This is an optimization exercise on Yosys and OpenROAD, whose aim is small area, not a production implementation.
RTL that was checked went through simulation tests only; none was proved equivalent to the original.
Only the layout flow was run in runs 1 and 2; the RTL was not checked for function there.
Power figures rest on the tool's default switching activity, not on a simulated workload.

### flow/config.mk
export PLATFORM = sky130hd
export DESIGN_NAME = esp_frame_rx
export DESIGN_NICKNAME = esp_frame_rx
export VERILOG_FILES = /design/flow/design.v
export SDC_FILE = /design/flow/constraint.sdc
export NUM_CORES = 4
export LEC_CHECK = 0
export CAP_MARGIN = 20
export CORE_MARGIN = 2
export CORE_UTILIZATION = 50
export CTS_BUF_LIST = sky130_fd_sc_hd__clkbuf_16
export CTS_CLUSTER_DIAMETER = 60
export CTS_CLUSTER_SIZE = 24
export PLACE_DENSITY = 0.65
export SLEW_MARGIN = 20
export SYNTH_HIERARCHICAL = 1
export SYNTH_MINIMUM_KEEP_SIZE = 0
### flow/design.v
module esp_frame_rx (
    input  wire        clk,
    input  wire        rst,
    input  wire        cmd_valid,
    output wire        cmd_ready,
    input  wire [7:0]  cmd_op,
    input  wire [15:0] cmd_n,
    output reg         rsp_valid,
    output reg  [2:0]  rsp_tag,
    output wire [3:0]  rsp_code,
    output reg  [8:0]  rsp_a,
    output reg  [7:0]  rsp_b,
    input  wire [6:0]  rd_idx,
    output wire [7:0]  rd_data,
    output wire        src_rd,
    input  wire [1:0]  src_stat,
    input  wire [7:0]  src_data
);
    localparam [7:0] DS = 8'hA5;
    localparam [7:0] DE = 8'h5A;
    localparam [7:0] OP_BUFFER = 8'h01;
    localparam [7:0] OP_PEEK   = 8'h02;
    localparam [7:0] OP_SLICE  = 8'h03;
    localparam [7:0] OP_DRAIN  = 8'h04;
    localparam [7:0] OP_RECV   = 8'h12;
    localparam [2:0] T_READY  = 3'd0;
    localparam [2:0] T_WBLOCK = 3'd1;
    localparam [2:0] T_ERR    = 3'd2;
    localparam [2:0] T_FAULT  = 3'd3;
    localparam [2:0] T_REFUSE = 3'd4;
    localparam [1:0] C_EARLY_END   = 2'd0;
    localparam [1:0] C_CRC         = 2'd1;
    localparam [1:0] C_MISSING_END = 2'd2;
    localparam [1:0] C_TRANSPORT   = 2'd3;
    localparam [2:0] S_IDLE  = 3'd0;
    localparam [2:0] S_BUF   = 3'd1;    
    localparam [2:0] S_PEEK  = 3'd2;    
    localparam [2:0] S_SCAN  = 3'd3;    
    localparam [2:0] S_BODY  = 3'd4;    
    localparam [2:0] S_END   = 3'd5;    
    localparam [2:0] S_DROP  = 3'd6;    
    localparam [2:0] S_DRAIN = 3'd7;    
    reg  [1023:0] ring;
    wire [7:0]    tap = ring[1023:1016];
    reg [6:0] ptr;        
    reg [7:0] count;
    reg [6:0] roff;       
    reg       faulted;
    reg [2:0] state;
    reg [1:0] rsp_code_lo;
    reg [6:0] jpos;       
    assign rsp_code = {2'b01, rsp_code_lo};
    function [7:0] crc8_byte;
        input [7:0] c_in;
        input [7:0] b;
        integer k;
        reg [7:0] c;
        begin
            c = c_in ^ b;
            for (k = 0; k < 8; k = k + 1)
                c = c[0] ? ((c >> 1) ^ 8'h8C) : (c >> 1);
            crc8_byte = c;
        end
    endfunction
    wire idle = (state == S_IDLE);
    wire take = cmd_valid && idle;
    assign cmd_ready = idle;
    wire head_at_tap = (ptr == 7'd0);
    wire tail_at_tap = (ptr == count[6:0]);
    assign src_rd = !rst && (state == S_BUF) && !count[7] && tail_at_tap;
    rx_rdport u_rd (.addr(roff + rd_idx), .ring(ring), .q(rd_data));
    always @(posedge clk)
        ring <= {ring[1015:0], src_rd ? src_data : tap};
    reg  [7:0] cx;
    reg        cc;
    always @(*) begin
        case (state)
        S_IDLE:  begin cx = ~cmd_n[7:0];   cc = 1'b1; end   
        S_BUF:   begin cx = 8'h00;         cc = 1'b1; end   
        S_END:   begin cx = ~{1'b0, ptr};  cc = 1'b0; end   
        default: begin cx = 8'hFF;         cc = 1'b0; end   
        endcase
    end
    wire [8:0] csum = {1'b0, count} + {1'b0, cx} + {8'd0, cc};
    wire       cge  = csum[8];      
    wire len_at_tap = (ptr == 7'd1);
    wire at_cb      = (ptr == rsp_b[6:0] + 7'd2) && !len_at_tap;
    always @(posedge clk) begin
        ptr  <= ptr + 7'd1;
        roff <= roff - 7'd1;
        rsp_valid <= 1'b0;
        if (rst) begin
            state   <= S_IDLE;
            ptr     <= 7'd0;
            count   <= 8'd0;
            faulted <= 1'b0;
        end else begin
            case (state)
            S_IDLE: if (take) begin
                if (cmd_op != OP_BUFFER && cmd_op != OP_PEEK && cmd_op != OP_SLICE &&
                    cmd_op != OP_DRAIN && cmd_op != OP_RECV) begin
                    rsp_valid <= 1'b1;
                    rsp_tag   <= T_REFUSE;
                end else if (faulted) begin
                    rsp_valid <= 1'b1;
                    rsp_tag   <= T_FAULT;
                end else begin
                    rsp_tag <= T_READY;
                    case (cmd_op)
                    OP_BUFFER: state <= S_BUF;
                    OP_PEEK: begin
                        rsp_code_lo[0] <= 1'b0;
                        if (count == 8'd0) begin
                            rsp_valid <= 1'b1;
                            rsp_a     <= 9'd0;
                        end else
                            state <= S_PEEK;
                    end
                    OP_SLICE: begin
                        rsp_code_lo[0] <= 1'b1;
                        state          <= S_PEEK;
                    end
                    OP_DRAIN: begin
                        if (!cge || cmd_n[15:8] != 8'd0) begin
                            rsp_valid <= 1'b1;
                            faulted   <= 1'b1;
                            rsp_tag   <= T_FAULT;
                        end else begin
                            rsp_a <= {1'b0, csum[7:0]};
                            state <= S_DRAIN;
                        end
                    end
                    default: state <= S_SCAN;    
                    endcase
                end
            end
            S_BUF: begin
                if (count[7]) begin
                    rsp_valid <= 1'b1;
                    state     <= S_IDLE;
                end else if (tail_at_tap) begin
                    if (src_stat[1]) begin
                        rsp_valid   <= 1'b1;
                        rsp_tag     <= T_ERR;
                        rsp_code_lo <= C_TRANSPORT;
                        rsp_a       <= {1'b0, src_data};
                        state       <= S_IDLE;
                    end else if (src_stat[0]) begin
                        count <= csum[7:0];
                    end else begin
                        rsp_valid <= 1'b1;
                        state     <= S_IDLE;
                    end
                end
            end
            S_PEEK: if (head_at_tap) begin
                rsp_valid <= 1'b1;
                state     <= S_IDLE;
                if (rsp_code_lo[0]) begin
                    roff  <= 7'h7F;
                    rsp_a <= {1'b0, count};
                end else
                    rsp_a <= {1'b1, tap};
            end
            S_DRAIN: begin
                if (count == rsp_a[7:0]) begin
                    rsp_valid <= 1'b1;
                    state     <= S_IDLE;
                end else begin
                    ptr   <= ptr;
                    count <= csum[7:0];
                end
            end
            S_SCAN: begin
                rsp_a <= 9'd0;
                jpos  <= 7'd0;
                if (count == 8'd0) begin
                    rsp_valid <= 1'b1;
                    rsp_tag   <= T_WBLOCK;
                    state     <= S_IDLE;
                end else if (head_at_tap) begin
                    if (tap == DS) begin
                        state <= S_BODY;
                    end else begin
                        ptr   <= ptr;
                        count <= csum[7:0];
                    end
                end
            end
            S_BODY: begin
                if (len_at_tap) begin
                    roff  <= 7'd0;       
                    rsp_b <= tap;
                    if (count[7:1] == 7'd0 || tap > 8'd124) begin
                        rsp_valid <= 1'b1;
                        rsp_tag   <= T_WBLOCK;
                        state     <= S_IDLE;
                    end
                end
                if (at_cb) begin
                    rsp_b <= tap;
                    state <= S_END;
                end else
                    rsp_a <= {1'b0, crc8_byte(rsp_a[7:0], tap)};
                if (tap == DE)
                    jpos <= ptr;
            end
            S_END: begin
                rsp_tag <= T_ERR;
                state   <= S_DROP;
                if (!cge) begin
                    rsp_valid <= 1'b1;
                    rsp_tag   <= T_WBLOCK;
                    state     <= S_IDLE;
                end else if (tap != DE && jpos != 7'd0) begin
                    rsp_code_lo <= C_EARLY_END;
                    rsp_a       <= {2'b00, jpos};
                    rsp_b       <= {1'b0, ptr};
                end else if (rsp_a[7:0] != rsp_b) begin
                    rsp_code_lo <= C_CRC;
                end else if (tap != DE) begin
                    rsp_code_lo <= C_MISSING_END;
                    rsp_a       <= {2'b00, ptr};
                    rsp_b       <= tap;
                end else begin
                    rsp_valid <= 1'b1;
                    rsp_tag   <= T_READY;
                    rsp_a     <= {2'b00, ptr - 7'd3};
                    ptr       <= 7'd0;
                    count     <= csum[7:0];
                    state     <= S_IDLE;
                end
            end
            S_DROP: if (ptr == 7'h7F) begin
                rsp_valid <= 1'b1;
                roff      <= 7'd0;
                ptr       <= ptr;
                count     <= csum[7:0];
                state     <= S_IDLE;
            end
            default: state <= S_IDLE;
            endcase
        end
    end
endmodule
module rx_rdport (
    input  wire [6:0]    addr,
    input  wire [1023:0] ring,
    output wire [7:0]    q
);
    wire [127:0] sel;
    rx_dec128 u_dec (.a(addr), .sel(sel));
    genvar b, i;
    generate
        for (b = 0; b < 8; b = b + 1) begin : gbit
            wire [127:0] d;
            for (i = 0; i < 128; i = i + 1) begin : gbyte
                assign d[i] = ring[8*(127 - i) + b];
            end
            rx_sel128 u_sel (.sel(sel), .d(d), .q(q[b]));
        end
    endgenerate
endmodule
module rx_dec128 (
    input  wire [6:0]   a,
    output wire [127:0] sel
);
    wire [7:0]  lo_n;
    wire [15:0] hi_n;
    rx_pre3 u_lo (.a(a[2:0]), .y_n(lo_n));
    rx_pre4 u_hi (.a(a[6:3]), .y_n(hi_n));
    genvar h, l;
    generate
        for (h = 0; h < 16; h = h + 1) begin : gh
            for (l = 0; l < 8; l = l + 1) begin : gl
                rx_nor2 u_n (.a(hi_n[h]), .b(lo_n[l]), .y(sel[8*h + l]));
            end
        end
    endgenerate
endmodule
module rx_pre3 (
    input  wire [2:0] a,
    output wire [7:0] y_n
);
    assign y_n = ~(8'd1 << a);
endmodule
module rx_pre4 (
    input  wire [3:0]  a,
    output wire [15:0] y_n
);
    assign y_n = ~(16'd1 << a);
endmodule
module rx_nor2 (
    input  wire a, b,
    output wire y
);
    assign y = ~(a | b);
endmodule
module rx_sel128 (
    input  wire [127:0] sel,
    input  wire [127:0] d,
    output wire         q
);
    wire [42:0] t;
    genvar g;
    generate
        for (g = 0; g < 42; g = g + 1) begin : grp
            rx_aoi222 u_g (.a0(sel[3*g]),   .b0(d[3*g]),
                           .a1(sel[3*g+1]), .b1(d[3*g+1]),
                           .a2(sel[3*g+2]), .b2(d[3*g+2]), .y(t[g]));
        end
    endgenerate
    rx_aoi22 u_last (.a0(sel[126]), .b0(d[126]), .a1(sel[127]), .b1(d[127]), .y(t[42]));
    rx_nand43 u_or (.x(t), .y(q));
endmodule
module rx_aoi222 (
    input  wire a0, b0, a1, b1, a2, b2,
    output wire y
);
    assign y = ~((a0 & b0) | (a1 & b1) | (a2 & b2));
endmodule
module rx_aoi22 (
    input  wire a0, b0, a1, b1,
    output wire y
);
    assign y = ~((a0 & b0) | (a1 & b1));
endmodule
module rx_nand43 (
    input  wire [42:0] x,
    output wire        y
);
    assign y = ~&x;
endmodule
### flow/run.sh
#!/bin/bash
# synth_recipe.tcl (not shown) runs the flow's synth.tcl, then flattens the netlist and writes it again
# the make line also repeats each setting of config.mk as NAME=value (left out here)
make -C /OpenROAD-flow-scripts/flow DESIGN_CONFIG=/design/flow/config.mk WORK_HOME=/design/flow/orfs CLKGATE_MAP_FILE= SYNTH_SCRIPT=/design/flow/synth_recipe.tcl finish
### flow/constraint.sdc
create_clock -name core_clock -period 12.0 [get_ports {clk}]
set_input_delay 2.4000 -clock core_clock [delete_from_list [all_inputs] [get_ports {clk}]]
set_output_delay 2.4000 -clock core_clock [all_outputs]
set_load 0.01 [all_outputs]
==> run notes, run 1 <==
Clocking:
- The maximum number of buffers from clock root to sink is 3.
- The clock input transition at the sequential cells of the worst setup and hold paths is about 0.090 ns.
- The number of gates resized after CTS was 0.
- TritonCTS built the clock tree.
- The post-CTS setup buffer count is 0.
- The count of hold buffers inserted by post-cts repair is 0.
- The CTS root buffer is sky130_fd_sc_hd__clkbuf_16.
- The H-tree was split into 2 levels.
- Buffers inserted during clock tree synthesis total 57.
- The later pin in the worst-skew pair is clocked with a latency of about 0.65 ns.
- The CTS sink count is between 1000 and 1500.

Placement:
- The port buffer count is 76.
- The HPWL after detailed placement is approximately 58000 um.
- Routability-driven placement finished with a final weighted congestion of 0.9335.

Yosys:
- By count the netlist is led by 1051 x sky130_fd_sc_hd__dfxtp_1, 336 x sky130_fd_sc_hd__a222oi_1, 181 x sky130_fd_sc_hd__nor2_1, 88 x sky130_fd_sc_hd__nand4_1, 57 x sky130_fd_sc_hd__nand2_1.
- For this run, asynchronously set or reset flops after synthesis account for 0.
- The number of synthesized flops with an enable pin is 29.
- Among all flip-flop cells after synthesis, the most frequent one is sky130_fd_sc_hd__dfxtp_1.
- By area the synthesized netlist is led by sky130_fd_sc_hd__dfxtp_1 69%, sky130_fd_sc_hd__a222oi_1 11%, sky130_fd_sc_hd__edfxtp_1 2.9%.
- The largest total area in the synthesized netlist belongs to sky130_fd_sc_hd__dfxtp_1.
- The share of synthesized area in the top cell type comes to 0.6919.
- The area of the mapped netlist is 30410 um^2.
- The count of warnings emitted by yosys is 7.
- The share of the yosys chip area belonging to registers is 0.7205.
- Synthesis handed over a netlist of approximately 2200 instances.
- Yosys instantiated no cell more often than sky130_fd_sc_hd__dfxtp_1.
- The per-instance average area after synthesis is 13.58 um^2.
- The number of nets produced by synthesis is 2305.
- The number of different library cells used by synthesis comes to slightly below 80.
- The synthesis-stage register bit count is between 1000 and 1500.

Hold path:
- Along the worst hold path, the cell count comes to 0.
- The worst hold path begins at ring[616]$_DFF_P_.
- The class of the tightest hold or removal check is flip-flop to flip-flop.
- For hold timing, the worst endpoint is ring[624]$_DFF_P_.

Setup path:
- The endpoint class of the critical path is an output pin.
- The critical path required time is 9.60 ns.
- The endpoint identified for the worst register-to-register timing path is rsp_tag[1]$_DFFE_PP_.
- The launching point of the worst reg2reg path is ptr[0]$_SDFFE_PP0P_.
- The worst-path maximum fanout is 16.
- For the worst flop-to-flop path, the logic depth is 12.
- Data on the critical path arrives at its endpoint at 7.78 ns.
- The critical path starts at rd_idx[0].
- The register-to-register setup slack is roughly 7.7 ns.
- STA classifies the critical path startpoint as an input pin.
- The critical path in this run is classified as input pin to output pin.

Power:
- Of the total power, registers draw 0.535.
- Of the total power, the clock network draws 0.295.
- For this design the static power due to leakage is around 12 nW.
- The total power is approximately 7 mW.
- The internal power of the cells totals ~5 mW.
- In this run the power spent charging and discharging nets is ~2.1 mW.
- The share of total power dissipated in combinational logic is 0.170.
- The peak supply drop is 0.1794 mV.
- The power per standard cell area is roughly 210 nW/um^2.
- Of the total power, the share spent switching nets is 0.2957.

Route:
- The first TritonRoute pass finished after 9 iterations.
- The total via count in the routed design is 20180.
- Dividing the detail-routed wire length by the instance count gives 25.57 um.
- The count of nets left with antenna violations once routing finished came out at 0.
- After detailed routing, the total wire length is just over 80000 um.
- The DRC violation count after routing is 0.
- The per-cell via count in the routed design is between 6 and 7.
- For this block, the initial DRC count from the detailed router was about 3200.

Timing:
- The portion of the clock cycle consumed by the worst path in the final layout is 0.8484.
- The setup total negative slack is 0 ns.
- The total count of max-transition violations in the final report is 0.
- The number of endpoints with negative hold slack in the final report came to 0.
- The post-layout minimum cycle time is 10.18 ns.
- At the pin with the least slew margin, the transition time is about 1.2 ns.
- Setup violations remaining at the end of the flow were counted as 0.
- The worst clock skew on the final layout is between 0.015 and 0.02 ns.
- The headroom to the max-slew limit is 0.2318.
- The top achievable clock speed is 98.22 MHz.
- Setup repair after global routing left no endpoint under its margin.

Finish:
- In the final layout, the share of cells above drive strength 1 is 0.05588.
- Compared with the post-synthesis result, the final layout area differs by 11.38%.
- The final layout net count is roughly 2400.
- The area of the multi-input gates is between 8000 and 9000 um^2.
- Measured on the finished design, the core utilization comes to 0.5622.
- The diode insertion count for antenna repair is 0.
- In the final layout, flip-flops and latches occupy 21910 um^2.
- The layout filler cell count is roughly 4800.

Die:
- The count of pins on the block boundary is 79.
- The height of the die is between 200 and 300 um.
- After floorplanning, the core was sized to cover around 60000 um^2.
- The die covers about 63000 um^2.
- Row generation in the floorplan step produced 90 rows.
- The die is ~250 um wide.
- The initial core utilization is 0.5048.

Global routing:
- The first global-routing pass estimated between 100000 and 150000 um of wire.
- The initial antenna violation count is 0.
- For met1 alone, demand over resource in global routing was 0.3474.
- Across every metal layer, demand over resource in global routing totals 0.2537.
- The global-route congestion overflow total is 0.
- The met3 capacity usage during global routing is 0.03710.
- The maximum number of pins on one net before global-route repair is 30.
- The layer with the highest usage after global routing is met2.
- The via count of the first global-routing pass was about 20000.
- The met2 capacity usage during global routing is 0.4112.

Run status:
- The run finished with no timing, DRC or antenna violations.

Job:
- Across the run, the number of max-cap violations was 0.
[how the worst max path moves through the flow]
stage	endpoint	slack [ns]	depth (start not counted)
after CTS	rd_data[0]	1.99	13
after floorplan	rd_data[0]	4.23	16
after detailed placement	rd_data[0]	2.04	12
after global placement	rd_data[0]	2.07	18
final	rd_data[2]	1.82	12
after global routing	rd_data[0]	1.70	18
[per-module statistics from Yosys (local to each module, per instance), excerpt]
module / flip-flops and latches / copies in the design / cell area [um^2]
esp_frame_rx: 1080 / 1 / 25500
rx_aoi22: 0 / 8 / 12.51
rx_aoi222: 0 / 336 / 10.01
rx_nand43: 0 / 8 / 90.09
rx_nor2: 0 / 128 / 3.754
rx_pre3: 0 / 1 / 60.06
rx_pre4: 0 / 1 / 186.4
[critical path: stages]
cell,delay (ns)
sky130_fd_sc_hd__clkdlybuf4s50_1,0.49
sky130_fd_sc_hd__ha_1,0.18
sky130_fd_sc_hd__inv_1,0.05
sky130_fd_sc_hd__fa_1,0.41
sky130_fd_sc_hd__xnor2_1,0.43
sky130_fd_sc_hd__or3_1,0.96
sky130_fd_sc_hd__nor2_1,0.43
sky130_fd_sc_hd__a222oi_1,0.48
sky130_fd_sc_hd__nand4_1,0.23
sky130_fd_sc_hd__nor4_1,0.79
sky130_fd_sc_hd__nand3_1,0.34
sky130_fd_sc_hd__clkdlybuf4s50_1,0.57
[placed cells by master (no fill, tap or decap), types with 11 or more instances in the layout]
master / synthesis / layout
sky130_fd_sc_hd__a21oi_1: 39 / 39
sky130_fd_sc_hd__a222oi_1: 336 / 336
sky130_fd_sc_hd__buf_4: 2 / 20
sky130_fd_sc_hd__clkbuf_16: 0 / 57
sky130_fd_sc_hd__clkdlybuf4s50_1: 0 / 76
sky130_fd_sc_hd__dfxtp_1: 1051 / 1051
sky130_fd_sc_hd__edfxtp_1: 29 / 29
sky130_fd_sc_hd__ha_1: 19 / 19
sky130_fd_sc_hd__inv_1: 22 / 26
sky130_fd_sc_hd__mux2_2: 11 / 11
sky130_fd_sc_hd__mux2i_1: 19 / 19
sky130_fd_sc_hd__nand2_1: 57 / 57
sky130_fd_sc_hd__nand2b_1: 12 / 12
sky130_fd_sc_hd__nand3_1: 27 / 27
sky130_fd_sc_hd__nand4_1: 88 / 88
sky130_fd_sc_hd__nor2_1: 181 / 181
sky130_fd_sc_hd__nor3_1: 26 / 26
sky130_fd_sc_hd__nor4_1: 26 / 26
sky130_fd_sc_hd__o21ai_0: 27 / 27
sky130_fd_sc_hd__xnor2_1: 47 / 47
sky130_fd_sc_hd__xor2_1: 23 / 23
[cell type report]
type,count,area share
clock buffer,57,0.04211
clock inverter,21,0.008274
inverter,23,0.002549
multi-input combinational,1103,0.2444
sequential,1080,0.6469
tap,782,0.02889
timing repair buffer,96,0.02689
[metrics by stage]
stage	hold slack (ns)	setup slack, ns	area [um^2]	cells
after floorplan	0.3298	4.235	30410	2239
final	0.3364	1.819	33870	3162
after detailed placement	0.3348	2.041	32160	3084
after global routing	0.3411	1.704	33870	3162
after CTS	0.3389	1.986	33870	3162
after global placement	0.3305	2.065	32160	3084
[flip-flops by register name (all words and copies together) (netlist names)]
register,count
roff,7
count,8
rsp_a,9
rsp_valid,1
rsp_tag,3
rsp_code_lo,2
rsp_b,8
ring,1024
jpos,7
faulted,1
state,3
ptr,7
[power groups by stage]
stage                     Combinational, mW  Sequential (mW)  Clock, mW
after floorplan                       0.701             3.83          0
after global placement                 1.14             3.85          0
after detailed placement               1.16             3.85          0
after CTS                              1.17             3.77       2.12
after global routing                   1.26             3.78       2.25
final                                  1.20             3.77       2.08
[logic make-up after synthesis]
kind of cell    Yosys count  share of synthesized area
compound gates          488                     0.1457
xor+xnor                 71                    0.02094
fa+ha+maj                22                   0.009792
buf+inv                  56                   0.007693
flops                  1080                     0.7205
mux                      35                    0.01218
other cells               2                  0.0002470
simple gates            485                    0.08290
[per-layer routing]
layer	vias up	wire, um
li1	9058	-
met2	953	37180
met3	162	6117
met5	-	0
met1	10010	34760
met4	0	2799
==> run 2: changes to the inputs <==
==> flow/flow/run.sh (new file) <==
#!/bin/bash
# Own flow: the standard layout (standard.sh: the standard synthesis and the
# ORFS steps to finish) with two options changed through the variables ORFS
# reads: port buffers use the smallest buffer cell, and clock tree synthesis
# uses sink clusters of clkbuf_8 and inserts no dummy loads.
set -euo pipefail
export BUFFER_PORTS_ARGS="-buffer_cell sky130_fd_sc_hd__buf_1"
export CTS_ARGS="-sink_clustering_enable -repair_clock_nets -dont_use_dummy_load -buf_list sky130_fd_sc_hd__clkbuf_8 -sink_clustering_size 18 -sink_clustering_max_diameter 60"
bash standard.sh > standard_flow.log 2>&1
==> flow/standard.sh (new file) <==
#!/bin/bash
# synth_recipe.tcl (not shown) runs the flow's synth.tcl, then flattens the netlist and writes it again
# the make line also repeats each setting of config.mk as NAME=value (left out here)
make -C /OpenROAD-flow-scripts/flow DESIGN_CONFIG=/design/flow/config.mk WORK_HOME=/design/flow/orfs CLKGATE_MAP_FILE= SYNTH_SCRIPT=/design/flow/synth_recipe.tcl "${@:-finish}"
--- a/flow/config.mk
+++ b/flow/config.mk
@@ -8,9 +8,6 @@
 export CAP_MARGIN = 20
 export CORE_MARGIN = 2
 export CORE_UTILIZATION = 50
-export CTS_BUF_LIST = sky130_fd_sc_hd__clkbuf_16
-export CTS_CLUSTER_DIAMETER = 60
-export CTS_CLUSTER_SIZE = 24
 export PLACE_DENSITY = 0.65
 export SLEW_MARGIN = 20
 export SYNTH_HIERARCHICAL = 1
removed: flow/run.sh
==> run 2 against run 1 <==
Synthesized area unchanged; critical path type unchanged; die area unchanged; still clean; cell count down 0.22%; critical endpoint is now rd_data[0]; utilization down 2.0 points; clock power down 23%.
==> run notes, run 2 <==
Yosys:
- The area of the mapped netlist is 30410 um^2 (unchanged).
- The most frequent cell after synthesis is sky130_fd_sc_hd__dfxtp_1 (unchanged).
- Most numerous cell types in the synthesized netlist: 1051 x sky130_fd_sc_hd__dfxtp_1, 336 x sky130_fd_sc_hd__a222oi_1, 181 x sky130_fd_sc_hd__nor2_1, 88 x sky130_fd_sc_hd__nand4_1, 57 x sky130_fd_sc_hd__nand2_1 (unchanged).
- The number of instances in the synthesized netlist came to 2239 (unchanged).
- The area share of the largest cell type after synthesis is 0.6919 (unchanged).
- The fraction of registers with async set or reset after synthesis is 0 (unchanged).
- The per-instance average area after synthesis is 13.58 um^2 (unchanged).
- The number of synthesized flops with an enable pin came to 29 (unchanged).
- Area contributors post-synth: sky130_fd_sc_hd__dfxtp_1 69%, sky130_fd_sc_hd__a222oi_1 11%, sky130_fd_sc_hd__edfxtp_1 2.9% (unchanged).
- The number of nets produced by synthesis is 2305 (unchanged).
- The count of warnings emitted by yosys is 7 (unchanged).
- The synthesis-stage register bit count is 1080 (unchanged).
- The post-synthesis cell type with the largest combined area is sky130_fd_sc_hd__dfxtp_1 (unchanged).
- The share of the yosys chip area belonging to registers is 0.7205 (unchanged).
- The unique cell type count in the Yosys netlist is 79 (unchanged).
- The most used flip-flop cell after synthesis is sky130_fd_sc_hd__dfxtp_1 (unchanged).

Global routing:
- The maximum number of pins on one net before global-route repair is 30 (unchanged).
- The via count of the first global-routing pass is 19960 (was 19890).
- The global-route usage over all layers is 0.2523 (was 0.2537).
- The global-route wire length before repair was 121900 um (was 122900 um).
- The initial antenna violation count is 0 (unchanged).
- The global-route congestion overflow total was 0 (unchanged).

Finish:
- The flip-flop count of the largest register, all copies and words added is 1024 (unchanged).
- The area of the multi-input gates is 8279 um^2 (unchanged).
- The diode insertion count for antenna repair is 0 (unchanged).
- The area occupied by registers is 21910 um^2 (unchanged).
- The area growth from synthesis to final layout was 7.484% (was 11.38%).
- The most common cell after layout, fill and taps aside was sky130_fd_sc_hd__dfxtp_1 (unchanged).
- Leading cell types in the layout, fill and taps excluded: 1051 x sky130_fd_sc_hd__dfxtp_1, 336 x sky130_fd_sc_hd__a222oi_1, 181 x sky130_fd_sc_hd__nor2_1, 88 x sky130_fd_sc_hd__nand4_1, 76 x sky130_fd_sc_hd__buf_1 (was 1051 x sky130_fd_sc_hd__dfxtp_1, 336 x sky130_fd_sc_hd__a222oi_1, 181 x sky130_fd_sc_hd__nor2_1, 88 x sky130_fd_sc_hd__nand4_1, 76 x sky130_fd_sc_hd__clkdlybuf4s50_1).
- The layout filler cell count came to 4985 (was 4811).
- The proportion of layout cells with a drive suffix above 1 came to 0.05478 (was 0.05588).
- The final layout net count is 2441 (was 2427).
- The post-route non-filler standard cell count is 3155 (was 3162).
- Top flop regs: ring x1024, rsp_a x9 (unchanged).
- The register containing the most flip-flops in the final layout is ring (unchanged).

Route:
- The total via count in the routed design is 20260 (was 20180).
- The DRC violation count after routing is 0 (unchanged).
- The per-cell via count in the routed design was 6.421 (was 6.382).
- The detailed-routing iteration count for the pre-antenna-repair pass is 8 (was 9).
- The number of routed nets with antenna violations is 0 (unchanged).
- The count of routing violations after the opening detailed-route iteration is 3239 (was 3192).
- The final wirelength is 80840 um (was 80850 um).
- The average wire length per cell after detail routing is 25.62 um (was 25.57 um).

Timing:
- The total count of max-transition violations in the final report is 0 (unchanged).
- The final setup violation count was 0 (unchanged).
- RSZ-0062 raised after global routing: no (unchanged).
- The post-layout minimum cycle time was 9.612 ns (was 10.18 ns).
- The worst clock skew on the final layout came to 0.08007 ns (was 0.01840 ns).
- The slew at the pin with the worst max-slew slack is 1.198 ns (was 1.152 ns).
- The number of endpoints with negative hold slack in the final report is 0 (unchanged).
- The top achievable clock speed came to 104.0 MHz (was 98.22 MHz).
- The headroom to the max-slew limit came to 0.2012 (was 0.2318).
- The worst hold slack was 0.2822 ns (was 0.3364 ns).
- The portion of the clock cycle consumed by the worst path in the final layout is 0.8010 (was 0.8484).
- The setup total negative slack came to 0 ns (unchanged).

Run status:
- Outcome: timing/DRC/antenna clean (unchanged).

Power:
- The internal power is 4.579 mW (was 4.968 mW).
- The logic gate share of total power came to 0.179 (was 0.170).
- The power per standard cell area is 200.2 nW/um^2 (was 208.3 nW/um^2).
- The net switching fraction of the power is 0.3001 (was 0.2957).
- The total power is 6.543 mW (was 7.054 mW).
- The leakage power of the design came to 11.68 nW (was 12.21 nW).
- The clock network fraction of total power was 0.244 (was 0.295).
- The net load switching power was 1.963 mW (was 2.086 mW).
- The power share of the sequential group is 0.577 (was 0.535).
- The peak supply drop was 0.1471 mV (was 0.1794 mV).

Clocking:
- The number of levels in the clock H-tree is 3 (was 2).
- The post-CTS setup buffer count is 0 (unchanged).
- The post-cts sizing count is 0 (unchanged).
- The CTS sink count is 1080 (unchanged).
- The clock insertion delay at the later pin of the skew report came to 0.71 ns (was 0.65 ns).
- The CTS tree is done (unchanged).
- The count of hold buffers inserted by post-cts repair is 0 (unchanged).
- The clock input transition at the sequential cells of the worst setup and hold paths was 0.10 ns (was 0.09 ns).
- The maximum number of buffers from clock root to sink came to 3 (unchanged).
- The CTS root buffer is sky130_fd_sc_hd__clkbuf_8 (was sky130_fd_sc_hd__clkbuf_16).
- The clock buffer count from CTS came to 74 (was 57).

Placement:
- The number of cells after detailed placement was 3081 (was 3084).
- The port buffer count is 76 (unchanged).
- The HPWL after detailed placement is 57120 um (was 57640 um).
- The final RePlAce weighted congestion was 0.8992 (was 0.9335).

Setup path:
- The category of the most critical setup path is input pin to output pin (unchanged).
- The number of cells on the worst reg-to-reg path is 13 (was 12).
- The data arrival time of the critical path came to 7.21 ns (was 7.78 ns).
- The critical path required time is 9.60 ns (about the same).
- The worst-path maximum fanout came to 16 (unchanged).
- The endpoint class of the critical path is an output pin (unchanged).
- The sort of element at the start of the critical path is an input pin (unchanged).
- The register-to-register setup slack is 7.73 ns (was 7.65 ns).

Job:
- The number of max-cap violations came to 0 (unchanged).

Die:
- The total die area is 62810 um^2 (unchanged).
- The initial core utilization was 0.5048 (unchanged).
- The height of the die is 250.6 um (unchanged).
- The core box area is 60250 um^2 (unchanged).
- The horizontal extent of the die is 250.6 um (unchanged).
- The count of pins on the block boundary was 79 (unchanged).
- The number of cell rows is 90 (unchanged).

Hold path:
- The number of stages on the worst hold path is 0 (unchanged).
- The class of the tightest hold or removal check is flip-flop to flip-flop (unchanged).
## run 2: cell count changes in the layout (fill, tap and decap cells not counted), sizes merged, moves of 2 or more
cell | previous run | this run
buf | 20 | 93
clkbuf | 57 | 74
clkdlybuf4s50 | 76 | 0
clkinv | 5 | 0
clkinvlp | 2 | 0
inv | 36 | 23
## run 2: per-module statistics from Yosys (local to each module, per instance), a selection
module / cells inside / times used / flops+latches / cell area (um^2)
esp_frame_rx: 1619 / 1 / 1080 / 25500
rx_pre4: 20 / 1 / 0 / 186.4
rx_nand43: 15 / 8 / 0 / 90.09
rx_pre3: 8 / 1 / 0 / 60.06
rx_aoi22: 1 / 8 / 0 / 12.51
rx_aoi222: 1 / 336 / 0 / 10.01
rx_nor2: 1 / 128 / 0 / 3.754
## run 2: final timing paths
path                               end                   from
setup / recovery            rd_data[0]              rd_idx[0]
hold / removal       ring[820]$_DFF_P_      ring[812]$_DFF_P_
setup reg to reg  rsp_tag[1]$_DFFE_PP_  state[0]$_SDFFE_PP0P_
hold reg to reg      ring[820]$_DFF_P_      ring[812]$_DFF_P_
## run 2: power by group through the flow
stage	logic, mW	registers [mW]	clock network (mW)
final	1.17	3.77	1.60
after CTS	1.15	3.77	1.63
after global placement	1.12	3.85	0
after global routing	1.24	3.78	1.76
after detailed placement	1.15	3.85	0
after floorplan	0.701	3.83	0
## run 2: cells by family (layout without fill, tap and decap cells)
kind of cell             after synthesis  after routing  share of synthesized area
flip-flops                          1080           1080                     0.7205
AO/OA/AOI/OAI                        488            488                     0.1457
AND/OR/NAND/NOR                      485            485                    0.08290
XOR/XNOR                              71             71                    0.02094
buffers and inverters                 56            190                   0.007693
multiplexers                          35             35                    0.01218
adder cells (fa/ha/maj)               22             22                   0.009792
other                                  2              2                  0.0002470
## run 2: through the flow
step / area [um^2] / setup slack, ns / util
global route: 32690 / 2.486 / 0.5426
detailed placement: 31660 / 2.668 / 0.5255
floorplan: 30410 / 4.235 / -
finish: 32690 / 2.388 / 0.5426
global placement: 31660 / 2.834 / 0.5255
CTS: 32680 / 2.671 / 0.5424
## run 2: critical path, cell delays in order
cell and delay, ns:
sky130_fd_sc_hd__buf_1 0.09, sky130_fd_sc_hd__ha_1 0.17, sky130_fd_sc_hd__inv_1 0.06, sky130_fd_sc_hd__fa_1 0.41, sky130_fd_sc_hd__xnor2_1 0.43, sky130_fd_sc_hd__or3_1 0.99
sky130_fd_sc_hd__nor2_1 0.44, sky130_fd_sc_hd__a222oi_1 0.49, sky130_fd_sc_hd__nand4_1 0.26, sky130_fd_sc_hd__nor4_1 0.89, sky130_fd_sc_hd__nand3_1 0.33, sky130_fd_sc_hd__buf_1 0.22
## run 2: layout make-up
type / instances / share of cell area
flip-flops and latches: 1080 / 0.6703
well taps: 782 / 0.02993
clock buffers: 74 / 0.03116
inverters: 23 / 0.002641
repair buffers: 93 / 0.01263
multi-input cells: 1103 / 0.2533
## run 2: layer usage
metal | global-route usage | wire [um] | up-vias
met5 | 0 | 0 | -
met4 | 0.09119 | 2765 | 0
met3 | 0.03980 | 5985 | 164
met2 | 0.4113 | 37640 | 983
met1 | 0.3414 | 34450 | 10040
li1 | - | - | 9074
==> run 3: changes to the inputs <==
--- a/flow/design.v
+++ b/flow/design.v
@@ -50,6 +50,35 @@
     reg [1:0] rsp_code_lo;
     reg [6:0] jpos;       
     assign rsp_code = {2'b01, rsp_code_lo};
+    function [8:0] add8;
+        input [7:0] x;
+        input [7:0] y;
+        input       ci;
+        integer k;
+        reg c;
+        begin
+            c = ci;
+            for (k = 0; k < 8; k = k + 1) begin
+                add8[k] = x[k] ^ y[k] ^ c;
+                c = (x[k] & y[k]) | (c & (x[k] ^ y[k]));
+            end
+            add8[8] = c;
+        end
+    endfunction
+    function [6:0] add7;
+        input [6:0] x;
+        input [6:0] y;
+        input       ci;
+        integer k;
+        reg c;
+        begin
+            c = ci;
+            for (k = 0; k < 7; k = k + 1) begin
+                add7[k] = x[k] ^ y[k] ^ c;
+                c = (x[k] & y[k]) | (c & (x[k] ^ y[k]));
+            end
+        end
+    endfunction
     function [7:0] crc8_byte;
         input [7:0] c_in;
         input [7:0] b;
@@ -67,8 +96,8 @@
     assign cmd_ready = idle;
     wire head_at_tap = (ptr == 7'd0);
     wire tail_at_tap = (ptr == count[6:0]);
-    assign src_rd = !rst && (state == S_BUF) && !count[7] && tail_at_tap;
-    rx_rdport u_rd (.addr(roff + rd_idx), .ring(ring), .q(rd_data));
+    assign src_rd = !rst && (state == S_BUF) && !count[7] && tail_at_tap && !rsp_code_lo[1];
+    rx_rdport u_rd (.addr(add7(roff, rd_idx, 1'b0)), .ring(ring), .q(rd_data));
     always @(posedge clk)
         ring <= {ring[1015:0], src_rd ? src_data : tap};
     reg  [7:0] cx;
@@ -81,13 +110,27 @@
         default: begin cx = 8'hFF;         cc = 1'b0; end   
         endcase
     end
-    wire [8:0] csum = {1'b0, count} + {1'b0, cx} + {8'd0, cc};
+    wire [8:0] csum = add8(count, cx, cc);
     wire       cge  = csum[8];      
     wire len_at_tap = (ptr == 7'd1);
-    wire at_cb      = (ptr == rsp_b[6:0] + 7'd2) && !len_at_tap;
+    wire at_cb      = (ptr == add7(rsp_b[6:0], 7'd2, 1'b0)) && !len_at_tap;
+    wire op_ok = (cmd_op == OP_BUFFER) || (cmd_op == OP_PEEK) || (cmd_op == OP_SLICE) ||
+                 (cmd_op == OP_DRAIN) || (cmd_op == OP_RECV);
     always @(posedge clk) begin
-        ptr  <= ptr + 7'd1;
-        roff <= roff - 7'd1;
+        case (state)
+        S_IDLE:  rsp_tag <= !op_ok ? T_REFUSE : faulted ? T_FAULT :
+                            (cmd_op == OP_DRAIN) ? T_FAULT : T_READY;
+        S_BUF:   rsp_tag <= rsp_code_lo[1] ? T_ERR : T_READY;
+        S_SCAN:  rsp_tag <= T_WBLOCK;
+        S_BODY:  rsp_tag <= T_WBLOCK;
+        S_END:   rsp_tag <= cge ? T_READY : T_WBLOCK;
+        S_DROP:  rsp_tag <= T_ERR;
+        default: rsp_tag <= T_READY;
+        endcase
+    end
+    always @(posedge clk) begin
+        ptr  <= add7(ptr, 7'd0, 1'b1);
+        roff <= add7(roff, 7'h7F, 1'b0);
         rsp_valid <= 1'b0;
         if (rst) begin
             state   <= S_IDLE;
@@ -97,22 +140,19 @@
         end else begin
             case (state)
             S_IDLE: if (take) begin
-                if (cmd_op != OP_BUFFER && cmd_op != OP_PEEK && cmd_op != OP_SLICE &&
-                    cmd_op != OP_DRAIN && cmd_op != OP_RECV) begin
-                    rsp_valid <= 1'b1;
-                    rsp_tag   <= T_REFUSE;
-                end else if (faulted) begin
+                if (!op_ok || faulted) begin
                     rsp_valid <= 1'b1;
-                    rsp_tag   <= T_FAULT;
                 end else begin
-                    rsp_tag <= T_READY;
                     case (cmd_op)
-                    OP_BUFFER: state <= S_BUF;
+                    OP_BUFFER: begin
+                        rsp_code_lo[1] <= 1'b0;
+                        state          <= S_BUF;
+                    end
                     OP_PEEK: begin
                         rsp_code_lo[0] <= 1'b0;
                         if (count == 8'd0) begin
                             rsp_valid <= 1'b1;
-                            rsp_a     <= 9'd0;
+                            rsp_a     <= {1'b0, count};
                         end else
                             state <= S_PEEK;
                     end
@@ -124,9 +164,9 @@
                         if (!cge || cmd_n[15:8] != 8'd0) begin
                             rsp_valid <= 1'b1;
                             faulted   <= 1'b1;
-                            rsp_tag   <= T_FAULT;
                         end else begin
-                            rsp_a <= {1'b0, csum[7:0]};
+                            count <= csum[7:0];
+                            roff  <= cmd_n[6:0];
                             state <= S_DRAIN;
                         end
                     end
@@ -139,12 +179,12 @@
                     rsp_valid <= 1'b1;
                     state     <= S_IDLE;
                 end else if (tail_at_tap) begin
-                    if (src_stat[1]) begin
-                        rsp_valid   <= 1'b1;
-                        rsp_tag     <= T_ERR;
+                    if (rsp_code_lo[1]) begin
+                        rsp_valid <= 1'b1;
+                        rsp_a     <= {1'b0, tap};
+                        state     <= S_IDLE;
+                    end else if (src_stat[1]) begin
                         rsp_code_lo <= C_TRANSPORT;
-                        rsp_a       <= {1'b0, src_data};
-                        state       <= S_IDLE;
                     end else if (src_stat[0]) begin
                         count <= csum[7:0];
                     end else begin
@@ -163,20 +203,17 @@
                     rsp_a <= {1'b1, tap};
             end
             S_DRAIN: begin
-                if (count == rsp_a[7:0]) begin
+                if (roff == 7'd0) begin
                     rsp_valid <= 1'b1;
                     state     <= S_IDLE;
-                end else begin
-                    ptr   <= ptr;
-                    count <= csum[7:0];
-                end
+                end else
+                    ptr <= ptr;
             end
             S_SCAN: begin
                 rsp_a <= 9'd0;
                 jpos  <= 7'd0;
                 if (count == 8'd0) begin
                     rsp_valid <= 1'b1;
-                    rsp_tag   <= T_WBLOCK;
                     state     <= S_IDLE;
                 end else if (head_at_tap) begin
                     if (tap == DS) begin
@@ -193,7 +230,6 @@
                     rsp_b <= tap;
                     if (count[7:1] == 7'd0 || tap > 8'd124) begin
                         rsp_valid <= 1'b1;
-                        rsp_tag   <= T_WBLOCK;
                         state     <= S_IDLE;
                     end
                 end
@@ -206,11 +242,9 @@
                     jpos <= ptr;
             end
             S_END: begin
-                rsp_tag <= T_ERR;
-                state   <= S_DROP;
+                state <= S_DROP;
                 if (!cge) begin
                     rsp_valid <= 1'b1;
-                    rsp_tag   <= T_WBLOCK;
                     state     <= S_IDLE;
                 end else if (tap != DE && jpos != 7'd0) begin
                     rsp_code_lo <= C_EARLY_END;
@@ -224,8 +258,7 @@
                     rsp_b       <= tap;
                 end else begin
                     rsp_valid <= 1'b1;
-                    rsp_tag   <= T_READY;
-                    rsp_a     <= {2'b00, ptr - 7'd3};
+                    rsp_a     <= {2'b00, ~roff};
                     ptr       <= 7'd0;
                     count     <= csum[7:0];
                     state     <= S_IDLE;
@@ -288,7 +321,29 @@
     input  wire [3:0]  a,
     output wire [15:0] y_n
 );
-    assign y_n = ~(16'd1 << a);
+    wire [3:0] p, q;
+    rx_pre2 u_p (.a(a[1:0]), .y(p));
+    rx_pre2 u_q (.a(a[3:2]), .y(q));
+    genvar i, j;
+    generate
+        for (i = 0; i < 4; i = i + 1) begin : gi
+            for (j = 0; j < 4; j = j + 1) begin : gj
+                rx_nand2 u_n (.a(q[i]), .b(p[j]), .y(y_n[4*i + j]));
+            end
+        end
+    endgenerate
+endmodule
+module rx_pre2 (
+    input  wire [1:0] a,
+    output wire [3:0] y
+);
+    assign y = 4'd1 << a;
+endmodule
+module rx_nand2 (
+    input  wire a, b,
+    output wire y
+);
+    assign y = ~(a & b);
 endmodule
 module rx_nor2 (
     input  wire a, b,
==> run 3 against run 2 <==
Via count shrank 2.0%; critical path type unchanged; setup slack lost 1.1 ns; utilization grew 0.31 points; combinational power shrank 15%; sequential power is essentially flat; power shrank 3.4%; clock power is essentially flat; first-iteration DRC count grew 5.0%; flip-flop and latch count is the same; hold slack lost 0.014 ns; global-route usage grew 0.21 points; still clean on timing, DRC and antenna; cell area shrank 1.1%.
==> run notes, run 3 <==
Run status:
- Outcome: timing/DRC/antenna clean (unchanged).

Clocking:
- The post-CTS setup buffer count was 0 (unchanged).
- The CTS tree is done (unchanged).
- The clock input transition at the sequential cells of the worst setup and hold paths is 0.10 ns (about the same).
- The count of hold buffers inserted by post-cts repair is 0 (unchanged).
- The clock buffer count from CTS is 73 (was 74).
- The CTS sink count is 1080 (unchanged).
- The maximum number of buffers from clock root to sink was 3 (unchanged).
- The number of levels in the clock H-tree came to 3 (unchanged).
- The CTS root buffer is sky130_fd_sc_hd__clkbuf_8 (unchanged).
- The clock insertion delay at the later pin of the skew report was 0.70 ns (was 0.71 ns).
- The post-cts sizing count is 0 (unchanged).

Power:
- The power per standard cell area is 195.6 nW/um^2 (was 200.2 nW/um^2).
- The peak supply drop came to 0.1113 mV (was 0.1471 mV).
- The internal power came to 4.476 mW (was 4.579 mW).
- The leakage power of the design is 11.58 nW (was 11.68 nW).
- The net switching fraction of the power came to 0.2921 (was 0.3001).
- The logic gate share of total power is 0.158 (was 0.179).
- The net load switching power is 1.846 mW (was 1.963 mW).
- The clock network fraction of total power came to 0.250 (was 0.244).
- The power share of the sequential group came to 0.592 (was 0.577).

Die:
- The initial core utilization is 0.5085 (was 0.5048).
- The horizontal extent of the die came to 249.5 um (was 250.6 um).
- The height of the die is 249.5 um (was 250.6 um).
- The count of pins on the block boundary came to 79 (unchanged).
- The core box area is 59240 um^2 (was 60250 um^2).
- The total die area is 62230 um^2 (was 62810 um^2).
- The number of cell rows came to 89 (was 90).

Yosys:
- The number of nets produced by synthesis is 2262 (was 2305).
- The area share of the largest cell type after synthesis came to 0.7004 (was 0.6919).
- The most used flip-flop cell after synthesis is sky130_fd_sc_hd__dfxtp_1 (unchanged).
- The post-synthesis cell type with the largest combined area is sky130_fd_sc_hd__dfxtp_1 (unchanged).
- The most frequent cell after synthesis is sky130_fd_sc_hd__dfxtp_1 (unchanged).
- The per-instance average area after synthesis is 13.77 um^2 (was 13.58 um^2).
- The synthesis-stage register bit count is 1080 (unchanged).
- Area contributors post-synth: sky130_fd_sc_hd__dfxtp_1 70%, sky130_fd_sc_hd__a222oi_1 11%, sky130_fd_sc_hd__edfxtp_1 2.6% (was sky130_fd_sc_hd__dfxtp_1 69%, sky130_fd_sc_hd__a222oi_1 11%, sky130_fd_sc_hd__edfxtp_1 2.9%).
- The number of instances in the synthesized netlist came to 2188 (was 2239).
- The fraction of registers with async set or reset after synthesis was 0 (unchanged).
- The count of warnings emitted by yosys came to 7 (unchanged).
- The area of the mapped netlist is 30130 um^2 (was 30410 um^2).
- Most numerous cell types in the synthesized netlist: 1054 x sky130_fd_sc_hd__dfxtp_1, 336 x sky130_fd_sc_hd__a222oi_1, 181 x sky130_fd_sc_hd__nor2_1, 85 x sky130_fd_sc_hd__nand4_1, 60 x sky130_fd_sc_hd__nand2_1 (was 1051 x sky130_fd_sc_hd__dfxtp_1, 336 x sky130_fd_sc_hd__a222oi_1, 181 x sky130_fd_sc_hd__nor2_1, 88 x sky130_fd_sc_hd__nand4_1, 57 x sky130_fd_sc_hd__nand2_1).
- The number of synthesized flops with an enable pin is 26 (was 29).
- The unique cell type count in the Yosys netlist is 82 (was 79).
- The share of the yosys chip area belonging to registers is 0.7263 (was 0.7205).

Finish:
- The most common cell after layout, fill and taps aside is sky130_fd_sc_hd__dfxtp_1 (unchanged).
- Top flop regs: ring x1024, rsp_a x9 (unchanged).
- The flip-flop count of the largest register, all copies and words added is 1024 (unchanged).
- The area growth from synthesis to final layout is 7.310% (was 7.484%).
- The register containing the most flip-flops in the final layout is ring (unchanged).
- The final layout net count is 2393 (was 2441).
- The layout filler cell count is 4893 (was 4985).
- The post-route non-filler standard cell count is 3092 (was 3155).
- The area of the multi-input gates came to 7978 um^2 (was 8279 um^2).
- The proportion of layout cells with a drive suffix above 1 is 0.05870 (was 0.05478).
- Leading cell types in the layout, fill and taps excluded: 1054 x sky130_fd_sc_hd__dfxtp_1, 336 x sky130_fd_sc_hd__a222oi_1, 181 x sky130_fd_sc_hd__nor2_1, 85 x sky130_fd_sc_hd__nand4_1, 76 x sky130_fd_sc_hd__buf_1 (was 1051 x sky130_fd_sc_hd__dfxtp_1, 336 x sky130_fd_sc_hd__a222oi_1, 181 x sky130_fd_sc_hd__nor2_1, 88 x sky130_fd_sc_hd__nand4_1, 76 x sky130_fd_sc_hd__buf_1).
- The area occupied by registers is 21880 um^2 (was 21910 um^2).

Timing:
- The slew at the pin with the worst max-slew slack was 0.9267 ns (was 1.198 ns).
- The headroom to the max-slew limit is 0.3769 (was 0.2012).
- RSZ-0062 raised after global routing: no (unchanged).
- The worst setup margin is 1.289 ns (was 2.388 ns).
- The worst clock skew on the final layout came to 0.07661 ns (was 0.08007 ns).
- The number of endpoints with negative hold slack in the final report is 0 (unchanged).
- The portion of the clock cycle consumed by the worst path in the final layout is 0.8925 (was 0.8010).
- The worst hold slack came to 0.2681 ns (was 0.2822 ns).
- The total count of max-transition violations in the final report is 0 (unchanged).
- The top achievable clock speed is 93.37 MHz (was 104.0 MHz).
- The final setup violation count is 0 (unchanged).
- The setup total negative slack was 0 ns (unchanged).
- The post-layout minimum cycle time is 10.71 ns (was 9.612 ns).

Global routing:
- The initial antenna violation count came to 3 (was 0).
- The via count of the first global-routing pass is 19450 (was 19960).
- The maximum number of pins on one net before global-route repair was 33 (was 30).
- The global-route usage over all layers is 0.2544 (was 0.2523).
- The global-route wire length before repair came to 121400 um (was 121900 um).
- The global-route congestion overflow total was 0 (unchanged).

Setup path:
- The startpoint of the worst setup timing path is rd_idx[0] (unchanged).
- The kind of cell with the highest combined delay on the critical path is simple AND/OR/NAND/NOR gates (unchanged).
- The number of cells on the worst reg-to-reg path is 18 (was 13).
- The critical-path cell with the highest stage delay is sky130_fd_sc_hd__a222oi_1 (was sky130_fd_sc_hd__or3_1).
- The end point of the critical path is rd_data[6] (was rd_data[0]).
- The critical path required time is 9.60 ns (about the same).
- Cell Chain, Critical Path: buf_1, ha_1, inv_1, fa_1, inv_1, fa_1, fa_1, fa_1, fa_1, xnor2_1, xnor2_1, and2b_2, nand2_1, nor2_1, a222oi_1, nand4_1, nor4_1, nand3_1, buf_1 (was buf_1, ha_1, inv_1, fa_1, xnor2_1, or3_1, nor2_1, a222oi_1, nand4_1, nor4_1, nand3_1, buf_1).
- The sort of element at the start of the critical path is an input pin (unchanged).
- The number of buffers and inverters on the critical path is 4 (was 3).
- The worst-path maximum fanout is 8 (was 16).
- The launching point of the worst reg2reg path is state[0]$_SDFFE_PP0P_ (unchanged).
- The endpoint class of the critical path is an output pin (unchanged).
- The path length in cells of the critical path is 19 (was 12).
- The category of the most critical setup path is input pin to output pin (unchanged).
- The register-to-register setup slack is 5.83 ns (was 7.73 ns).
- The delay of the slowest cell on the worst path is 0.84 ns (was 0.99 ns).
- The data arrival time of the critical path was 8.31 ns (was 7.21 ns).
- The cell type with the highest occurrence count on the critical path is sky130_fd_sc_hd__fa_1 (was sky130_fd_sc_hd__buf_1).
- The endpoint of the lowest-slack register-to-register path is count[6]$_SDFFE_PP0P_ (was rsp_tag[1]$_DFFE_PP_).

Placement:
- The HPWL after detailed placement was 57700 um (was 57120 um).
- The number of cells after detailed placement is 3017 (was 3081).
- The port buffer count is 76 (unchanged).
- The pre-CTS setup slack is 1.499 ns (was 2.668 ns).
- The final RePlAce weighted congestion was 1.009 (was 0.8992).

Route:
- The final wirelength was 80940 um (was 80840 um).
- The DRC violation count after routing is 0 (unchanged).
- The per-cell via count in the routed design is 6.419 (was 6.421).
- The count of routing violations after the opening detailed-route iteration came to 3402 (was 3239).
- The total via count in the routed design came to 19850 (was 20260).
- The average wire length per cell after detail routing is 26.18 um (was 25.62 um).
- The number of routed nets with antenna violations is 0 (unchanged).
- The detailed-routing iteration count for the pre-antenna-repair pass is 7 (was 8).

Job:
- The number of max-cap violations is 0 (unchanged).

Hold path:
- The class of the tightest hold or removal check is flip-flop to flip-flop (unchanged).
-- run 3: changes by cell type after synthesis, moves of 8 or more --
cell,before,now
sky130_fd_sc_hd__a211oi_1,2,23
sky130_fd_sc_hd__xnor2_1,47,32
sky130_fd_sc_hd__fa_1,3,13
sky130_fd_sc_hd__xor2_1,23,13
sky130_fd_sc_hd__nand3_1,27,19
sky130_fd_sc_hd__o21ai_0,27,19
-- run 3: through the flow --
| step | utilization | total power, mW | area, um^2 |
|---|---|---|---|
| floorplan | - | 4.376 | 30130 |
| global placement | 0.5285 | 4.780 | 31310 |
| detailed placement | 0.5285 | 4.787 | 31310 |
| CTS | 0.5455 | 6.317 | 32320 |
| global route | 0.5457 | 6.566 | 32330 |
| finish | 0.5457 | 6.322 | 32330 |
-- run 3: cells by family after synthesis --
family,Yosys count,synth area share
xor+xnor,46,0.01383
fa+ha+maj,30,0.01570
compound gates,481,0.1462
other cells,2,0.0002493
mux,34,0.01217
simple gates,454,0.07621
flops,1080,0.7263
buf+inv,61,0.009261
-- run 3: worst min path at each step --
stage	start	slack, ns	endpoint	cells past startpoint
after CTS	ring[127]$_DFF_P_	0.28	ring[135]$_DFF_P_	0
after global routing	ring[131]$_DFF_P_	0.28	ring[139]$_DFF_P_	0
final	ring[140]$_DFF_P_	0.27	ring[148]$_DFF_P_	0
after detailed placement	ring[153]$_DFF_P_	0.33	ring[161]$_DFF_P_	0
after floorplan	ring[992]$_DFF_P_	0.33	ring[1000]$_DFF_P_	0
after global placement	ring[951]$_DFF_P_	0.33	ring[959]$_DFF_P_	0
-- run 3: cell type report --
cell class	count	area share
Sequential cell	1080	0.6769
Multi-Input combinational cell	1047	0.2468
Clock buffer	73	0.03108
Tap cell	773	0.02992
Timing Repair Buffer	90	0.01208
Inverter	27	0.003135
Antenna cell	2	0.0001548
-- run 3: modules after synthesis (local to each module, per instance), excerpt --
module / times used / flip-flops and latches / area [um^2]
rx_nor2: 128 / 0 / 3.754
rx_nand2: 16 / 0 / 3.754
rx_pre3: 1 / 0 / 60.06
rx_aoi22: 8 / 0 / 12.51
rx_aoi222: 336 / 0 / 10.01
rx_nand43: 8 / 0 / 90.09
esp_frame_rx: 1 / 1080 / 25290
rx_pre2: 2 / 0 / 26.28
-- run 3: per-layer routing --
| metal | vias to the layer above | GRT usage | part of all wire |
|---|---|---|---|
| met4 | 0 | 0.08657 | 0.031 |
| li1 | 8864 | - | - |
| met5 | - | 0 | 0 |
| met1 | 9714 | 0.3633 | 0.44 |
| met3 | 187 | 0.04860 | 0.091 |
| met2 | 1084 | 0.3885 | 0.44 |
-- run 3: worst reg2reg max path, cell delays in order, from the launching register on --
cell and delay (ns):
sky130_fd_sc_hd__dfxtp_1 0.32, sky130_fd_sc_hd__inv_1 0.59, sky130_fd_sc_hd__o22ai_1 0.17, sky130_fd_sc_hd__nand2_1 0.12, sky130_fd_sc_hd__fa_1 0.20, sky130_fd_sc_hd__fa_1 0.21
sky130_fd_sc_hd__fa_1 0.20, sky130_fd_sc_hd__fa_1 0.20, sky130_fd_sc_hd__fa_1 0.17, sky130_fd_sc_hd__inv_1 0.05, sky130_fd_sc_hd__fa_1 0.41, sky130_fd_sc_hd__fa_1 0.44
sky130_fd_sc_hd__fa_1 0.61, sky130_fd_sc_hd__or3_2 0.56, sky130_fd_sc_hd__or4_4 0.46, sky130_fd_sc_hd__nor3_2 0.21, sky130_fd_sc_hd__o22ai_2 0.15, sky130_fd_sc_hd__nor4_4 0.65
sky130_fd_sc_hd__mux2_4 0.35
-- run 3: power groups by stage --
stage	clock, mW	combinational, mW	sequential (mW)
detailed placement	0	0.965	3.82
floorplan	0	0.580	3.80
finish	1.58	1.00	3.74
global route	1.75	1.06	3.75
CTS	1.61	0.969	3.74
global placement	0	0.960	3.82
==> run 4: changes to the inputs <==
==> flow/flow/run.sh (replaced) <==
#!/bin/bash
# Own flow: the standard layout (standard.sh: the standard synthesis script
# and the ORFS steps to finish) with three options changed:
#  - synthesis maps logic with an area-oriented ABC script (flow/abc_map.script)
#    in place of ORFS's abc_speed.script, which ends with buffering and
#    upsizing; everything else in synthesis, the flip-flops included, is as
#    in the standard synthesis;
#  - port buffers use the smallest buffer cell;
#  - clock tree synthesis uses sink clusters of clkbuf_8 and no dummy loads.
# Each tool's full output stays in the ORFS logs under orfs/logs; make's own
# output goes to layout.log.
set -euo pipefail
here=$(pwd)
mkdir -p scripts
cp -r "$FLOW_HOME/scripts/." scripts/
cp flow/abc_map.script scripts/abc_speed.script
export SCRIPTS_DIR="$here/scripts"
export BUFFER_PORTS_ARGS="-buffer_cell sky130_fd_sc_hd__buf_1"
export CTS_ARGS="-sink_clustering_enable -repair_clock_nets -dont_use_dummy_load -buf_list sky130_fd_sc_hd__clkbuf_8 -sink_clustering_size 18 -sink_clustering_max_diameter 60"
bash standard.sh > layout.log 2>&1
==> flow/flow/abc_map.script (new file) <==
&get -n
&st
&syn2
&dch
&nf
&st
&syn2
&dch
&nf
&put
==> run 4 against run 3 <==
Count of clock-buffer cells in the layout stayed put; cell area is 1.2% lower; combinational power is 12% higher; wire length is 9.5% lower; maximum frequency is 2.8% higher; utilization is 0.25 points lower; still clean; non-clock buffer count is 2 lower; highest routed layer unchanged; clock skew is 0.020 ns lower; synthesized cell count is 2.7% lower.
==> run notes, run 4 <==
Die:
- The total die area came to 61110 um^2 (was 62230 um^2).
- The height of the die is 247.2 um (was 249.5 um).
- The number of cell rows is 89 (unchanged).
- The initial core utilization is 0.5030 (was 0.5085).

Power:
- The peak supply drop was 0.1481 mV (was 0.1113 mV).
- The clock network fraction of total power is 0.243 (was 0.250).
- The internal power is 4.528 mW (was 4.476 mW).
- The power per standard cell area was 202.8 nW/um^2 (was 195.6 nW/um^2).
- The net switching fraction of the power is 0.3008 (was 0.2921).
- The net load switching power is 1.948 mW (was 1.846 mW).
- The leakage power of the design is 11.39 nW (was 11.58 nW).

Clocking:
- The post-CTS setup buffer count is 0 (unchanged).
- The CTS root buffer is sky130_fd_sc_hd__clkbuf_8 (unchanged).
- The post-cts sizing count is 0 (unchanged).
- The maximum number of buffers from clock root to sink is 3 (unchanged).
- The CTS sink count came to 1080 (unchanged).
- The CTS tree was done (unchanged).
- The clock buffer count from CTS is 73 (unchanged).
- The count of hold buffers inserted by post-cts repair is 0 (unchanged).
- The number of levels in the clock H-tree is 3 (unchanged).
- The clock insertion delay at the later pin of the skew report was 0.69 ns (was 0.70 ns).

Finish:
- The post-route non-filler standard cell count came to 3064 (was 3092).
- The area growth from synthesis to final layout is 7.996% (was 7.310%).
- Top flop regs: ring x1024, rsp_a x9 (unchanged).
- The final layout net count is 2365 (was 2393).
- The final core utilization is 0.5432 (was 0.5457).
- The flip-flop count of the largest register, all copies and words added is 1024 (unchanged).
- The proportion of layout cells with a drive suffix above 1 is 0.03844 (was 0.05870).

Timing:
- The total count of max-transition violations in the final report came to 0 (unchanged).
- The slew at the pin with the worst max-slew slack is 1.224 ns (was 0.9267 ns).
- The portion of the clock cycle consumed by the worst path in the final layout is 0.8678 (was 0.8925).
- The final setup violation count is 0 (unchanged).
- The setup total negative slack is 0 ns (unchanged).
- The worst setup margin is 1.586 ns (was 1.289 ns).
- The worst clock skew on the final layout is 0.05685 ns (was 0.07661 ns).
- RSZ-0062 raised after global routing: no (unchanged).

Yosys:
- The number of synthesized flops with an enable pin came to 26 (unchanged).
- The unique cell type count in the Yosys netlist came to 53 (was 82).
- The number of instances in the synthesized netlist is 2130 (was 2188).
- The fraction of registers with async set or reset after synthesis was 0 (unchanged).
- The share of the yosys chip area belonging to registers came to 0.7399 (was 0.7263).
- The number of nets produced by synthesis was 2204 (was 2262).
- Most numerous cell types in the synthesized netlist: 1054 x sky130_fd_sc_hd__dfxtp_1, 339 x sky130_fd_sc_hd__a222oi_1, 179 x sky130_fd_sc_hd__nor2_1, 85 x sky130_fd_sc_hd__nand4_1, 50 x sky130_fd_sc_hd__nand2_1 (was 1054 x sky130_fd_sc_hd__dfxtp_1, 336 x sky130_fd_sc_hd__a222oi_1, 181 x sky130_fd_sc_hd__nor2_1, 85 x sky130_fd_sc_hd__nand4_1, 60 x sky130_fd_sc_hd__nand2_1).
- The area of the mapped netlist came to 29570 um^2 (was 30130 um^2).
- The most frequent cell after synthesis was sky130_fd_sc_hd__dfxtp_1 (unchanged).
- The most used flip-flop cell after synthesis is sky130_fd_sc_hd__dfxtp_1 (unchanged).
- The area share of the largest cell type after synthesis is 0.7135 (was 0.7004).
- Area contributors post-synth: sky130_fd_sc_hd__dfxtp_1 71%, sky130_fd_sc_hd__a222oi_1 11%, sky130_fd_sc_hd__edfxtp_1 2.6% (was sky130_fd_sc_hd__dfxtp_1 70%, sky130_fd_sc_hd__a222oi_1 11%, sky130_fd_sc_hd__edfxtp_1 2.6%).

Setup path:
- The end point of the critical path is rd_data[5] (was rd_data[6]).
- The launching point of the worst reg2reg path was state[2]$_SDFFE_PP0P_ (was state[0]$_SDFFE_PP0P_).
- The endpoint class of the critical path was an output pin (unchanged).
- The worst-path maximum fanout is 8 (unchanged).
- The sort of element at the start of the critical path is an input pin (unchanged).
- The data arrival time of the critical path is 8.01 ns (was 8.31 ns).
- The endpoint of the lowest-slack register-to-register path is roff[1]$_DFF_P_ (was count[6]$_SDFFE_PP0P_).
- The critical path required time is 9.60 ns (about the same).
- The startpoint of the worst setup timing path is rd_idx[0] (unchanged).

Global routing:
- The initial antenna violation count came to 1 (was 3).
- The global-route wire length before repair came to 111700 um (was 121400 um).
- The maximum number of pins on one net before global-route repair is 40 (was 33).

Route:
- The count of routing violations after the opening detailed-route iteration is 3184 (was 3402).
- The per-cell via count in the routed design came to 6.299 (was 6.419).
- The total via count in the routed design is 19300 (was 19850).
- The average wire length per cell after detail routing came to 23.91 um (was 26.18 um).
- The DRC violation count after routing came to 0 (unchanged).

Placement:
- The area after detailed placement came to 30920 um^2 (was 31310 um^2).
- The HPWL after detailed placement is 50580 um (was 57700 um).
- The pre-CTS setup slack came to 1.805 ns (was 1.499 ns).
- The final RePlAce weighted congestion came to 0.9152 (was 1.009).
- The port buffer count is 76 (unchanged).

Run status:
- Outcome: timing/DRC/antenna clean (unchanged).
==> run 4: changes by cell type in the layout (fill, tap and decap cells not counted), sizes merged, moves of 7 or more <==
cell / previous run / this run
nand2: 61 / 50
clkinv: 1 / 21
nand3: 19 / 34
xnor2: 32 / 24
nor3: 21 / 30
inv: 26 / 0
o22ai: 13 / 1
o21ai: 19 / 27
a22oi: 8 / 22
a211oi: 23 / 14
xor2: 13 / 20
mux2i: 19 / 0
==> run 4: critical path, stage by stage <==
cell and delay [ns]:
sky130_fd_sc_hd__buf_1 0.10, sky130_fd_sc_hd__ha_1 0.20, sky130_fd_sc_hd__clkinv_1 0.06, sky130_fd_sc_hd__fa_1 0.16, sky130_fd_sc_hd__clkinv_1 0.08, sky130_fd_sc_hd__fa_1 0.38
sky130_fd_sc_hd__fa_1 0.38, sky130_fd_sc_hd__fa_1 0.38, sky130_fd_sc_hd__fa_1 0.38, sky130_fd_sc_hd__xnor2_1 0.15, sky130_fd_sc_hd__xnor2_1 0.39, sky130_fd_sc_hd__nor2_1 0.18
sky130_fd_sc_hd__nand2_1 0.32, sky130_fd_sc_hd__nor2_1 0.25, sky130_fd_sc_hd__a222oi_1 0.47, sky130_fd_sc_hd__nand4_1 0.23, sky130_fd_sc_hd__nor4_1 1.01, sky130_fd_sc_hd__nand3_1 0.28
sky130_fd_sc_hd__buf_1 0.20
==> run 4: cells by family after synthesis <==
family | count (synthesis) | share of synthesized area
adder cells (fa/ha/maj) | 30 | 0.01599
other | 2 | 0.0002539
flip-flops | 1080 | 0.7399
AO/OA/AOI/OAI | 474 | 0.1449
XOR/XNOR | 45 | 0.01379
AND/OR/NAND/NOR | 465 | 0.07785
multiplexers | 11 | 0.004189
buffers and inverters | 23 | 0.003173
==> run 4: metrics by stage <==
stage / power (mW) / hold slack [ns]
after detailed placement: 4.946 / 0.3348
after global routing: 6.736 / 0.3205
final: 6.476 / 0.3059
after floorplan: 4.465 / 0.3298
after global placement: 4.917 / 0.3316
after CTS: 6.484 / 0.3132
==> run 4: worst min-delay path by stage <==
| stage | startpoint | to | slack [ns] | cells after the start |
|---|---|---|---|---|
| finish | ring[860]$_DFF_P_ | ring[868]$_DFF_P_ | 0.31 | 0 |
| global route | ring[148]$_DFF_P_ | ring[156]$_DFF_P_ | 0.32 | 0 |
| CTS | ring[943]$_DFF_P_ | ring[951]$_DFF_P_ | 0.31 | 0 |
| detailed placement | ring[338]$_DFF_P_ | ring[346]$_DFF_P_ | 0.33 | 0 |
| global placement | ring[955]$_DFF_P_ | ring[963]$_DFF_P_ | 0.33 | 0 |
| floorplan | ring[992]$_DFF_P_ | ring[1000]$_DFF_P_ | 0.33 | 0 |
==> run 4: metal layers <==
layer / global-route usage / wire length (um)
met1: 0.3348 / 32480
met2: 0.3612 / 32200
met3: 0.04764 / 5989
met4: 0.09211 / 2600
met5: 0 / 0
==> run 4: layout make-up <==
type / instances / area share
antenna: 2 / 0.0001567
timing repair buffer: 88 / 0.01175
multi-input combinational: 1027 / 0.2388
inverter: 21 / 0.002468
clock buffer: 73 / 0.03146
sequential: 1080 / 0.6851
tap: 773 / 0.03028
==> run 4: power groups by stage <==
stage                     Clock, mW  Sequential (mW)  Combinational, mW
final                          1.58             3.78               1.12
after global routing           1.75             3.80               1.19
after CTS                      1.61             3.78               1.09
after global placement            0             3.86               1.06
after detailed placement          0             3.86               1.08
after floorplan                   0             3.85              0.618
==> run 4: per-module statistics from Yosys (local to each module, per instance), excerpt <==
module / cells inside / flip-flops and latches / times used
rx_pre2: 4 / 0 / 2
rx_nand43: 15 / 0 / 8
rx_nand2: 1 / 0 / 16
rx_pre3: 8 / 0 / 1
esp_frame_rx: 1506 / 1080 / 1
rx_nor2: 1 / 0 / 128
rx_aoi222: 1 / 0 / 336
rx_aoi22: 1 / 0 / 8

==> re-timing with driven ports <==
Ports are ideal in the flow. The routed layouts listed here were re-timed in OpenROAD.
Step 1, drivers: a clkbuf_16 drives clk and a buf_2 each remaining input, both assumed.
Step 2 times the ports against the registers' clock, not the clock port: input delays grow and output delays shrink by t, the midpoint of the rising clock arrivals with the driver on.
Slacks: no drivers / after step 1 / after step 2; pairs: no drivers / after step 1.
run	t, ns	setup slack, ns	pins driven straight from the clock port
run 1	0.702	1.819 / 1.763 / 1.763	1
run 2	0.714	2.388 / 2.335 / 2.335	1
run 3	0.720	1.289 / 1.266 / 1.266	1
run 4	0.715	1.586 / 1.556 / 1.556	1
After both steps every run listed still meets setup and hold. For run 1, which loses most, drivers alone change the setup slack by -0.056 ns; drivers and shift together by -0.056 ns.
